From an optimization exercise on the open Yosys and OpenROAD flow, aimed at small area, a short achievable clock period and few clock cycles; shortcuts taken in it are not production practice. At most, simulation tests tie the RTL to the original design; equivalence was not proved.

Setup of run A:
==> flow/design.v <==
module smc_digest (
    input  wire         clk,
    input  wire         rst,         
    input  wire         in_valid,
    output wire         in_ready,
    input  wire [31:0]  in_data,     
    input  wire         in_last,     
    input  wire [2:0]   in_nbytes,   
    output reg          out_valid,   
    output wire [127:0] out_digest   
);
    localparam [31:0] IV0 = 32'h01234567;
    localparam [31:0] IV1 = 32'h89ABCDEF;
    localparam [31:0] IV2 = 32'hFEDCBA98;
    localparam [31:0] IV3 = 32'h76543210;
    reg [511:0] ring;            
    reg [31:0]  a, b, c, d;      
    reg [31:0]  p0, p1, p2, p3;  
    reg [31:0]  q;               
    reg [6:0]   kp;              
    reg [15:0]  rsel;            
    reg [3:0]   ph;              
    reg [4:0]   nw;              
    reg         ld_first, ld_final;   
    reg         ex_first, ex_final;   
    reg         dummy;           
    reg         msg_done;        
    reg         mark_pending;    
    reg         late;            
    reg [9:0]   nwords;          
    reg [1:0]   lastnb;          
    reg         step;            
    reg         ffwd;            
    reg [3:0]   fsel;            
    reg [4:0]   s;               
    reg         load_iv;         
    reg         at16, at65;      
    wire [3:0] j       = nw[3:0];
    wire       ld_slot = !nw[4] && (ph == j);
    assign in_ready    = ld_slot && !msg_done;
    wire       take    = in_ready && in_valid;
    wire       pad_ld  = ld_slot && msg_done;
    reg [31:0] last_word;
    always @(*) begin
        case (in_nbytes)
            3'd0:    last_word = 32'h00000080;
            3'd1:    last_word = {16'h0000, 8'h80, in_data[7:0]};
            3'd2:    last_word = {8'h00, 8'h80, in_data[15:0]};
            3'd3:    last_word = {8'h80, in_data[23:0]};
            default: last_word = in_data;
        endcase
    end
    wire [31:0] pad_word = mark_pending ? 32'h00000080 :
                           (j == 4'd14 && !late) ? {17'd0, nwords, lastnb, 3'd0} : 32'd0;
    wire [31:0] in_word  = in_last ? last_word : in_data;
    wire [31:0] lane15   = take ? in_word : (pad_ld ? pad_word : ring[31:0]);
    reg  [31:0] f1, f0;
    wire [31:0] f = (b & f1) | (~b & f0);
    wire [31:0] t;
    smc_add32 u_add_t (.x(q), .y(f), .s(t));
    wire [63:0] t2  = {t, t} << s;
    wire [31:0] rot = t2[63:32];
    wire [31:0] nb;
    smc_add32 u_add_nb (.x(step ? b : 32'd0), .y(rot), .s(nb));
    wire [3:0] ni = kp[3:0];
    reg        pf;               
    wire [6:0] kp1 = (kp == 7'd67) ? 7'd0 : kp + 7'd1;
    wire [6:0] kpn = pf ? kp1 : kp;
    wire [3:0] ph_n  = at65 ? 4'd0 : ph + 4'd1;
    wire [3:0] x     = kpn[3:0];
    wire       ph_ok = !at65 && ph_n == x + 4'd1;
    wire       pf_s1 = (kpn[6:4] != 3'd0) ||
                       (ph_ok && ((nw > {1'b0, x}) || (ld_slot && msg_done && nw == {1'b0, x})));
    wire       pf_s2 = ph_ok && ld_slot && !msg_done && nw == {1'b0, x};
    wire       pf_n  = pf_s1 || (pf_s2 && in_valid);
    function [3:0] lane_of(input [6:0] op);
        case (op[5:4])
            2'd0:    lane_of = 4'd15;
            2'd1:    lane_of = {op[1:0], 2'b00};
            2'd2:    lane_of = {op[2:0], 1'b0} + 4'd4;
            default: lane_of = op[3:0] * 4'd6 + 4'd15;
        endcase
    endfunction
    function [4:0] rot_amt(input [1:0] r, input [1:0] i);
        case ({r, i})
            4'h0: rot_amt = 5'd1;   4'h1: rot_amt = 5'd8;   4'h2: rot_amt = 5'd15;  4'h3: rot_amt = 5'd22;
            4'h4: rot_amt = 5'd2;   4'h5: rot_amt = 5'd9;   4'h6: rot_amt = 5'd16;  4'h7: rot_amt = 5'd23;
            4'h8: rot_amt = 5'd3;   4'h9: rot_amt = 5'd10;  4'hA: rot_amt = 5'd17;  4'hB: rot_amt = 5'd24;
            4'hC: rot_amt = 5'd4;   4'hD: rot_amt = 5'd11;  4'hE: rot_amt = 5'd18;  default: rot_amt = 5'd31;
        endcase
    endfunction
    reg [31:0] rk;
    always @(*) begin
        case (kp[5:4])
            2'd0:    rk = 32'h11111111;
            2'd1:    rk = 32'h22222222;
            2'd2:    rk = 32'h44444444;
            default: rk = 32'h88888888;
        endcase
    end
    reg [31:0] ivw;
    always @(*) begin
        case (kp[1:0])
            2'd0:    ivw = IV0;
            2'd1:    ivw = IV3;
            2'd2:    ivw = IV2;
            default: ivw = IV1;
        endcase
    end
    reg [31:0] wr;
    integer li;
    always @(*) begin
        wr = 32'd0;
        for (li = 0; li < 16; li = li + 1)
            wr = wr | ({32{rsel[li]}} & ring[li*32 +: 32]);
    end
    wire [31:0] wsel = !pf ? 32'd0 :
                       kp[6] ? (ex_first ? ivw : p1) : wr;
    wire [31:0] ksel = (pf && !kp[6]) ? {rk[31:8], rk[7:0] + {4'd0, ni}} : 32'd0;
    wire [31:0] an   = load_iv ? IV0 : d;
    wire [31:0] cn   = load_iv ? IV2 : b;    
    wire [31:0] dn   = load_iv ? IV3 : c;
    wire [3:0]  fsel_n = rst ? 4'b0000 : (pf && !kp[6]) ? (4'b0001 << kp[5:4]) : 4'b0000;
    wire [31:0] cs_s = an ^ wsel ^ ksel;
    wire [31:0] cs_c = (an & wsel) | (an & ksel) | (wsel & ksel);
    wire [31:0] qn;
    smc_add32bk u_add_q (.x(cs_s), .y({cs_c[30:0], 1'b0}), .s(qn));
    assign out_digest = {p1, p2, p3, p0};
    always @(posedge clk) begin
        ring <= {lane15, ring[511:32]};
        p0 <= p1;
        p1 <= p2;
        p2 <= p3;
        p3 <= ffwd ? nb : p0;
        a <= load_iv ? IV0 : d;
        b <= load_iv ? IV1 : nb;
        c <= cn;
        d <= dn;
        f1 <= ({32{fsel_n[0]}} & cn) | ({32{fsel_n[1]}} & (cn | dn))
            | ({32{fsel_n[2]}} & ~(cn ^ dn)) | ({32{fsel_n[3]}} & ~cn);
        f0 <= ({32{fsel_n[0]}} & dn) | ({32{fsel_n[1]}} & (cn & ~dn))
            | ({32{fsel_n[2]}} & (cn ^ dn)) | ({32{fsel_n[3]}} & ~(cn ^ dn));
        q <= qn;
        rsel <= 16'd1 << lane_of(kpn);
    end
    always @(posedge clk) begin
        if (rst) begin
            out_valid    <= 1'b0;
            kp           <= 7'd67;
            pf           <= 1'b1;
            step         <= 1'b0;
            ffwd         <= 1'b1;
            fsel         <= 4'b0000;
            s            <= 5'd0;
            load_iv      <= 1'b0;
            at16         <= 1'b0;
            at65         <= 1'b0;
            ph           <= 4'd0;
            nw           <= 5'd0;
            ld_first     <= 1'b1;
            ld_final     <= 1'b0;
            ex_first     <= 1'b1;
            ex_final     <= 1'b1;
            dummy        <= 1'b1;
            msg_done     <= 1'b0;
            mark_pending <= 1'b0;
            late         <= 1'b0;
            nwords       <= 10'd0;
            lastnb       <= 2'd0;
        end else begin
            out_valid <= load_iv && !dummy;
            if (load_iv) dummy <= 1'b0;
            kp      <= kpn;
            pf      <= pf_n;
            step    <= pf && !kp[6];
            ffwd    <= pf && kp[6];
            fsel    <= (pf && !kp[6]) ? (4'b0001 << kp[5:4]) : 4'b0000;
            s       <= (pf && !kp[6]) ? rot_amt(kp[5:4], kp[1:0]) : 5'd0;
            load_iv <= pf && kp == 7'd67 && ex_final;
            at16    <= pf && kp == 7'd16;
            at65    <= pf && kp == 7'd65;
            if (at16) begin
                ex_first <= ld_first;
                ex_final <= ld_final;
            end
            if (at65) begin
                ph       <= 4'd0;
                nw       <= 5'd0;
                ld_first <= ex_final;
                ld_final <= 1'b0;
                late     <= 1'b0;
                if (ex_final) begin
                    msg_done     <= 1'b0;
                    mark_pending <= 1'b0;
                    nwords       <= 10'd0;
                    lastnb       <= 2'd0;
                end
            end else begin
                ph <= ph + 4'd1;
                if (take || pad_ld) nw <= nw + 5'd1;
                if (take) begin
                    if (in_last) begin
                        if (in_nbytes[2]) nwords <= nwords + 10'd1;
                        lastnb       <= in_nbytes[1:0];
                        msg_done     <= 1'b1;
                        mark_pending <= (in_nbytes == 3'd4);
                        if (in_nbytes < 3'd4 && j[3:1] == 3'b111) late <= 1'b1;
                    end else begin
                        nwords <= nwords + 10'd1;
                    end
                end
                if (pad_ld) begin
                    if (mark_pending) begin
                        mark_pending <= 1'b0;
                        if (j[3:1] == 3'b111) late <= 1'b1;
                    end else if (j == 4'd14 && !late) begin
                        ld_final <= 1'b1;
                    end
                end
            end
        end
    end
endmodule
module smc_add32 (
    input  wire [31:0] x,
    input  wire [31:0] y,
    output wire [31:0] s
);
    assign s = x + y;
endmodule
module smc_add32bk (
    input  wire [31:0] x,
    input  wire [31:0] y,
    output wire [31:0] s
);
  wire [31:0] g0 = x & y, p0 = x ^ y;
  wire [31:0] g[0:9], p[0:9];
  assign g[0] = g0; assign p[0] = p0;
  genvar l, i;
  generate for (l = 0; l < 5; l = l + 1) begin: up
    for (i = 0; i < 32; i = i + 1) begin: b
      if (((i + 1) % (2 << l)) == 0) begin
        assign g[l+1][i] = g[l][i] | (p[l][i] & g[l][i - (1<<l)]);
        assign p[l+1][i] = p[l][i] & p[l][i - (1<<l)];
      end else begin
        assign g[l+1][i] = g[l][i];
        assign p[l+1][i] = p[l][i];
      end
    end
  end
  for (l = 0; l < 4; l = l + 1) begin: dn
    for (i = 0; i < 32; i = i + 1) begin: b
      localparam integer D = 8 >> l;
      if (((i + 1) % (2*D)) == D && i >= 2*D - 1 + 0 && i > D) begin
        assign g[l+6][i] = g[l+5][i] | (p[l+5][i] & g[l+5][i - D]);
        assign p[l+6][i] = p[l+5][i] & p[l+5][i - D];
      end else begin
        assign g[l+6][i] = g[l+5][i];
        assign p[l+6][i] = p[l+5][i];
      end
    end
  end endgenerate
  assign s = p0 ^ {g[9][30:0], 1'b0};
endmodule
Settings: LEC_CHECK=0, ABC_AREA=1, CAP_MARGIN=20, CORE_MARGIN=2, CORE_UTILIZATION=40, CTS_BUF_LIST=sky130_fd_sc_hd__clkbuf_8, CTS_CLUSTER_DIAMETER=50, CTS_CLUSTER_SIZE=14, SLEW_MARGIN=20, SYNTH_HIERARCHICAL=1, TNS_END_PERCENT=0; clock period 12.0 ns.
standard.sh (not shown) runs the stock make flow with config.mk's settings and CLKGATE_MAP_FILE= SYNTH_SCRIPT=/design/flow/synth_recipe.tcl, a recipe that flattens the netlist after the stock synthesis.
==> flow/flow/run.sh <==
#!/bin/bash
# The standard layout with three changes: synthesis leaves adders to ABC
# (no half/full-adder cell extraction), the ports get the smallest buffer, and
# ORFS's timing repair aims 8 ns below the clock period.
set -euo pipefail
bash standard.sh ADDER_MAP_FILE= SETUP_SLACK_MARGIN=8 "BUFFER_PORTS_ARGS=-buffer_cell sky130_fd_sc_hd__buf_1" finish > run_standard.log 2>&1
Testbench counts of run A, summed over its fixed seeds: cycles 86,588.
Inputs modified between run A and run B:
--- a/flow/design.v
+++ b/flow/design.v
@@ -52,12 +52,14 @@
     end
     wire [31:0] pad_word = mark_pending ? 32'h00000080 :
                            (j == 4'd14 && !late) ? {17'd0, nwords, lastnb, 3'd0} : 32'd0;
     wire [31:0] in_word  = in_last ? last_word : in_data;
     wire [31:0] lane15   = take ? in_word : (pad_ld ? pad_word : ring[31:0]);
-    reg  [31:0] f1, f0;
-    wire [31:0] f = (b & f1) | (~b & f0);
+    wire [31:0] f = ({32{fsel[0]}} & ((b & c) | (~b & d)))
+                  | ({32{fsel[1]}} & ((b & d) | (c & ~d)))
+                  | ({32{fsel[2]}} & (b ^ c ^ d))
+                  | ({32{fsel[3]}} & (c ^ (b | ~d)));
     wire [31:0] t;
     smc_add32 u_add_t (.x(q), .y(f), .s(t));
     wire [63:0] t2  = {t, t} << s;
     wire [31:0] rot = t2[63:32];
     wire [31:0] nb;
@@ -116,13 +118,10 @@
     end
     wire [31:0] wsel = !pf ? 32'd0 :
                        kp[6] ? (ex_first ? ivw : p1) : wr;
     wire [31:0] ksel = (pf && !kp[6]) ? {rk[31:8], rk[7:0] + {4'd0, ni}} : 32'd0;
     wire [31:0] an   = load_iv ? IV0 : d;
-    wire [31:0] cn   = load_iv ? IV2 : b;    
-    wire [31:0] dn   = load_iv ? IV3 : c;
-    wire [3:0]  fsel_n = rst ? 4'b0000 : (pf && !kp[6]) ? (4'b0001 << kp[5:4]) : 4'b0000;
     wire [31:0] cs_s = an ^ wsel ^ ksel;
     wire [31:0] cs_c = (an & wsel) | (an & ksel) | (wsel & ksel);
     wire [31:0] qn;
     smc_add32bk u_add_q (.x(cs_s), .y({cs_c[30:0], 1'b0}), .s(qn));
     assign out_digest = {p1, p2, p3, p0};
@@ -132,16 +131,12 @@
         p1 <= p2;
         p2 <= p3;
         p3 <= ffwd ? nb : p0;
         a <= load_iv ? IV0 : d;
         b <= load_iv ? IV1 : nb;
-        c <= cn;
-        d <= dn;
-        f1 <= ({32{fsel_n[0]}} & cn) | ({32{fsel_n[1]}} & (cn | dn))
-            | ({32{fsel_n[2]}} & ~(cn ^ dn)) | ({32{fsel_n[3]}} & ~cn);
-        f0 <= ({32{fsel_n[0]}} & dn) | ({32{fsel_n[1]}} & (cn & ~dn))
-            | ({32{fsel_n[2]}} & (cn ^ dn)) | ({32{fsel_n[3]}} & ~(cn ^ dn));
+        c <= load_iv ? IV2 : b;
+        d <= load_iv ? IV3 : c;
         q <= qn;
         rsel <= 16'd1 << lane_of(kpn);
     end
     always @(posedge clk) begin
         if (rst) begin
### Flow results
A capturing element of the worst setup path of b[19]$_SDFF_PP1_ is what run B shows, while p3[12]$_DFF_P_ belongs to run A. The wire length on met3 reported for run B is greater than that of run A by 3.6%. Run B vs run A on global-route total usage across every layer: run B is the higher one. Run B: post-layout instance count excluding filler cells 113 above run A. Compared with run A, in run B instance count after placement with tap cells included now larger, row count decreased by 1.8% relative to the old numbers, clock network contribution to total cell area shows an increase of 0.40 points. Looking only at non-clock buffer count, and setting everything else aside, the lower value of run A and run B goes to run A. Against run A, post-layout minimum cycle time in run B came out worse.
Testbench counts of run B, summed over its fixed seeds: cycles 86,588.


// smc_digest: RTL as listed in full above, without the edits since
Settings: LEC_CHECK=0, ABC_AREA=1, CAP_MARGIN=20, CORE_MARGIN=2, CORE_UTILIZATION=40, CTS_BUF_LIST=sky130_fd_sc_hd__clkbuf_8, CTS_CLUSTER_DIAMETER=50, CTS_CLUSTER_SIZE=14, SLEW_MARGIN=20, TNS_END_PERCENT=0; clock period 12.0 ns.
==> flow/flow/run.sh <==
#!/bin/bash
# The standard layout with three changes: synthesis leaves adders to ABC
# (no half/full-adder cell extraction), the ports get the smallest buffer, and
# ORFS's timing repair aims 8.5 ns below the clock period.
set -euo pipefail
bash standard.sh ADDER_MAP_FILE= SETUP_SLACK_MARGIN=8.5 "BUFFER_PORTS_ARGS=-buffer_cell sky130_fd_sc_hd__buf_1" finish > run_standard.log 2>&1
Testbench counts at the start, summed over its fixed seeds: cycles 86,588.
Edit:
--- a/flow/design.v
+++ b/flow/design.v
@@ -34,14 +34,15 @@
     reg [3:0]   fsel;            
     reg [4:0]   s;               
     reg         load_iv;         
     reg         at16, at65;      
     wire [3:0] j       = nw[3:0];
     wire       ld_slot = !nw[4] && (ph == j);
-    assign in_ready    = ld_slot && !msg_done;
-    wire       take    = in_ready && in_valid;
+    reg        in_ready_r;       
+    assign in_ready    = in_ready_r;
+    wire       take    = in_ready_r && in_valid;
     wire       pad_ld  = ld_slot && msg_done;
     reg [31:0] last_word;
     always @(*) begin
         case (in_nbytes)
             3'd0:    last_word = 32'h00000080;
             3'd1:    last_word = {16'h0000, 8'h80, in_data[7:0]};
@@ -50,13 +51,13 @@
             default: last_word = in_data;
         endcase
     end
     wire [31:0] pad_word = mark_pending ? 32'h00000080 :
                            (j == 4'd14 && !late) ? {17'd0, nwords, lastnb, 3'd0} : 32'd0;
     wire [31:0] in_word  = in_last ? last_word : in_data;
-    wire [31:0] lane15   = take ? in_word : (pad_ld ? pad_word : ring[31:0]);
+    wire [31:0] lane15   = ld_slot ? (msg_done ? pad_word : in_word) : ring[31:0];
     reg  [31:0] f1, f0;
     wire [31:0] f = (b & f1) | (~b & f0);
     wire [31:0] t;
     smc_add32 u_add_t (.x(q), .y(f), .s(t));
     wire [63:0] t2  = {t, t} << s;
     wire [31:0] rot = t2[63:32];
@@ -70,12 +71,18 @@
     wire [3:0] x     = kpn[3:0];
     wire       ph_ok = !at65 && ph_n == x + 4'd1;
     wire       pf_s1 = (kpn[6:4] != 3'd0) ||
                        (ph_ok && ((nw > {1'b0, x}) || (ld_slot && msg_done && nw == {1'b0, x})));
     wire       pf_s2 = ph_ok && ld_slot && !msg_done && nw == {1'b0, x};
     wire       pf_n  = pf_s1 || (pf_s2 && in_valid);
+    wire [4:0] nw_p1 = nw + 5'd1;
+    wire [4:0] nw_nt = pad_ld ? nw_p1 : nw;
+    wire       rdy_nt = at65 ? !(msg_done && !ex_final)
+                             : (!nw_nt[4] && ph_n == nw_nt[3:0] && !msg_done);
+    wire       rdy_tk = !at65 && !nw_p1[4] && ph_n == nw_p1[3:0] && !msg_done;
+    wire       rdy_n  = (in_ready_r && in_valid) ? (rdy_tk && !in_last) : rdy_nt;
     function [3:0] lane_of(input [6:0] op);
         case (op[5:4])
             2'd0:    lane_of = 4'd15;
             2'd1:    lane_of = {op[1:0], 2'b00};
             2'd2:    lane_of = {op[2:0], 1'b0} + 4'd4;
             default: lane_of = op[3:0] * 4'd6 + 4'd15;
@@ -117,13 +124,13 @@
     wire [31:0] wsel = !pf ? 32'd0 :
                        kp[6] ? (ex_first ? ivw : p1) : wr;
     wire [31:0] ksel = (pf && !kp[6]) ? {rk[31:8], rk[7:0] + {4'd0, ni}} : 32'd0;
     wire [31:0] an   = load_iv ? IV0 : d;
     wire [31:0] cn   = load_iv ? IV2 : b;    
     wire [31:0] dn   = load_iv ? IV3 : c;
-    wire [3:0]  fsel_n = rst ? 4'b0000 : (pf && !kp[6]) ? (4'b0001 << kp[5:4]) : 4'b0000;
+    wire [3:0]  fsel_n = (pf && !kp[6]) ? (4'b0001 << kp[5:4]) : 4'b0000;
     wire [31:0] cs_s = an ^ wsel ^ ksel;
     wire [31:0] cs_c = (an & wsel) | (an & ksel) | (wsel & ksel);
     wire [31:0] qn;
     smc_add32bk u_add_q (.x(cs_s), .y({cs_c[30:0], 1'b0}), .s(qn));
     assign out_digest = {p1, p2, p3, p0};
     always @(posedge clk) begin
@@ -145,12 +152,13 @@
     end
     always @(posedge clk) begin
         if (rst) begin
             out_valid    <= 1'b0;
             kp           <= 7'd67;
             pf           <= 1'b1;
+            in_ready_r   <= 1'b1;
             step         <= 1'b0;
             ffwd         <= 1'b1;
             fsel         <= 4'b0000;
             s            <= 5'd0;
             load_iv      <= 1'b0;
             at16         <= 1'b0;
@@ -169,12 +177,13 @@
             lastnb       <= 2'd0;
         end else begin
             out_valid <= load_iv && !dummy;
             if (load_iv) dummy <= 1'b0;
             kp      <= kpn;
             pf      <= pf_n;
+            in_ready_r <= rdy_n;
             step    <= pf && !kp[6];
             ffwd    <= pf && kp[6];
             fsel    <= (pf && !kp[6]) ? (4'b0001 << kp[5:4]) : 4'b0000;
             s       <= (pf && !kp[6]) ? rot_amt(kp[5:4], kp[1:0]) : 5'd0;
             load_iv <= pf && kp == 7'd67 && ex_final;
             at16    <= pf && kp == 7'd16;
@@ -194,13 +203,13 @@
                     mark_pending <= 1'b0;
                     nwords       <= 10'd0;
                     lastnb       <= 2'd0;
                 end
             end else begin
                 ph <= ph + 4'd1;
-                if (take || pad_ld) nw <= nw + 5'd1;
+                if (take || pad_ld) nw <= nw_p1;
                 if (take) begin
                     if (in_last) begin
                         if (in_nbytes[2]) nwords <= nwords + 10'd1;
                         lastnb       <= in_nbytes[1:0];
                         msg_done     <= 1'b1;
                         mark_pending <= (in_nbytes == 3'd4);
After rerunning:
- clock-buffer cell count came out higher by 5
- hold slack got worse by 17 ps
- design area rose by 5.8%
- wire length stays flat
- setup slack improved by 350 ps
- core utilization increases by 2.4 points
- final cell count came out higher by 2.1%
- global-route usage fell by 0.20 points
- via count goes up by 2.1%
- die area went up by 1.0%
Only the layout flow was run in the second run of this note; the RTL was not checked for function there.

## afterwards: timing with drivers on the ports
In the flow no input, the clock included, has a driving cell. The finished layouts below were timed again as built, in two steps. Step 1 (the two cells are an assumption about what drives the block):
set clk [get_ports {clk}]
set_driving_cell -lib_cell sky130_fd_sc_hd__clkbuf_16 $clk
set_driving_cell -lib_cell sky130_fd_sc_hd__buf_2 [delete_from_list [all_inputs] $clk]
Step 2 also shifts input and output timing later by t, the mid clock arrival at the registers, as if the neighbouring blocks saw the same clock. Three values: ideal, step 1, step 2; two values: the first two.
| run | shift t [ns] | slack for setup (ns) | worst setup path after step 2 |
|---|---|---|---|
| run A | 0.774 | 7.700 / 7.700 / 7.007 | input to register |
| run B | 0.804 | 7.495 / 7.495 / 7.495 | register to register |
| the first run of note 2 | 0.774 | 7.726 / 7.663 / 7.056 | input to register |
| the second run of note 2 | 0.748 | 8.073 / 8.073 / 7.813 | input to register |
After both steps setup and hold are still met in every run listed. The setup slack of run A, which loses most, moves by 0.000 ns with the drivers and by -0.693 ns with both steps.
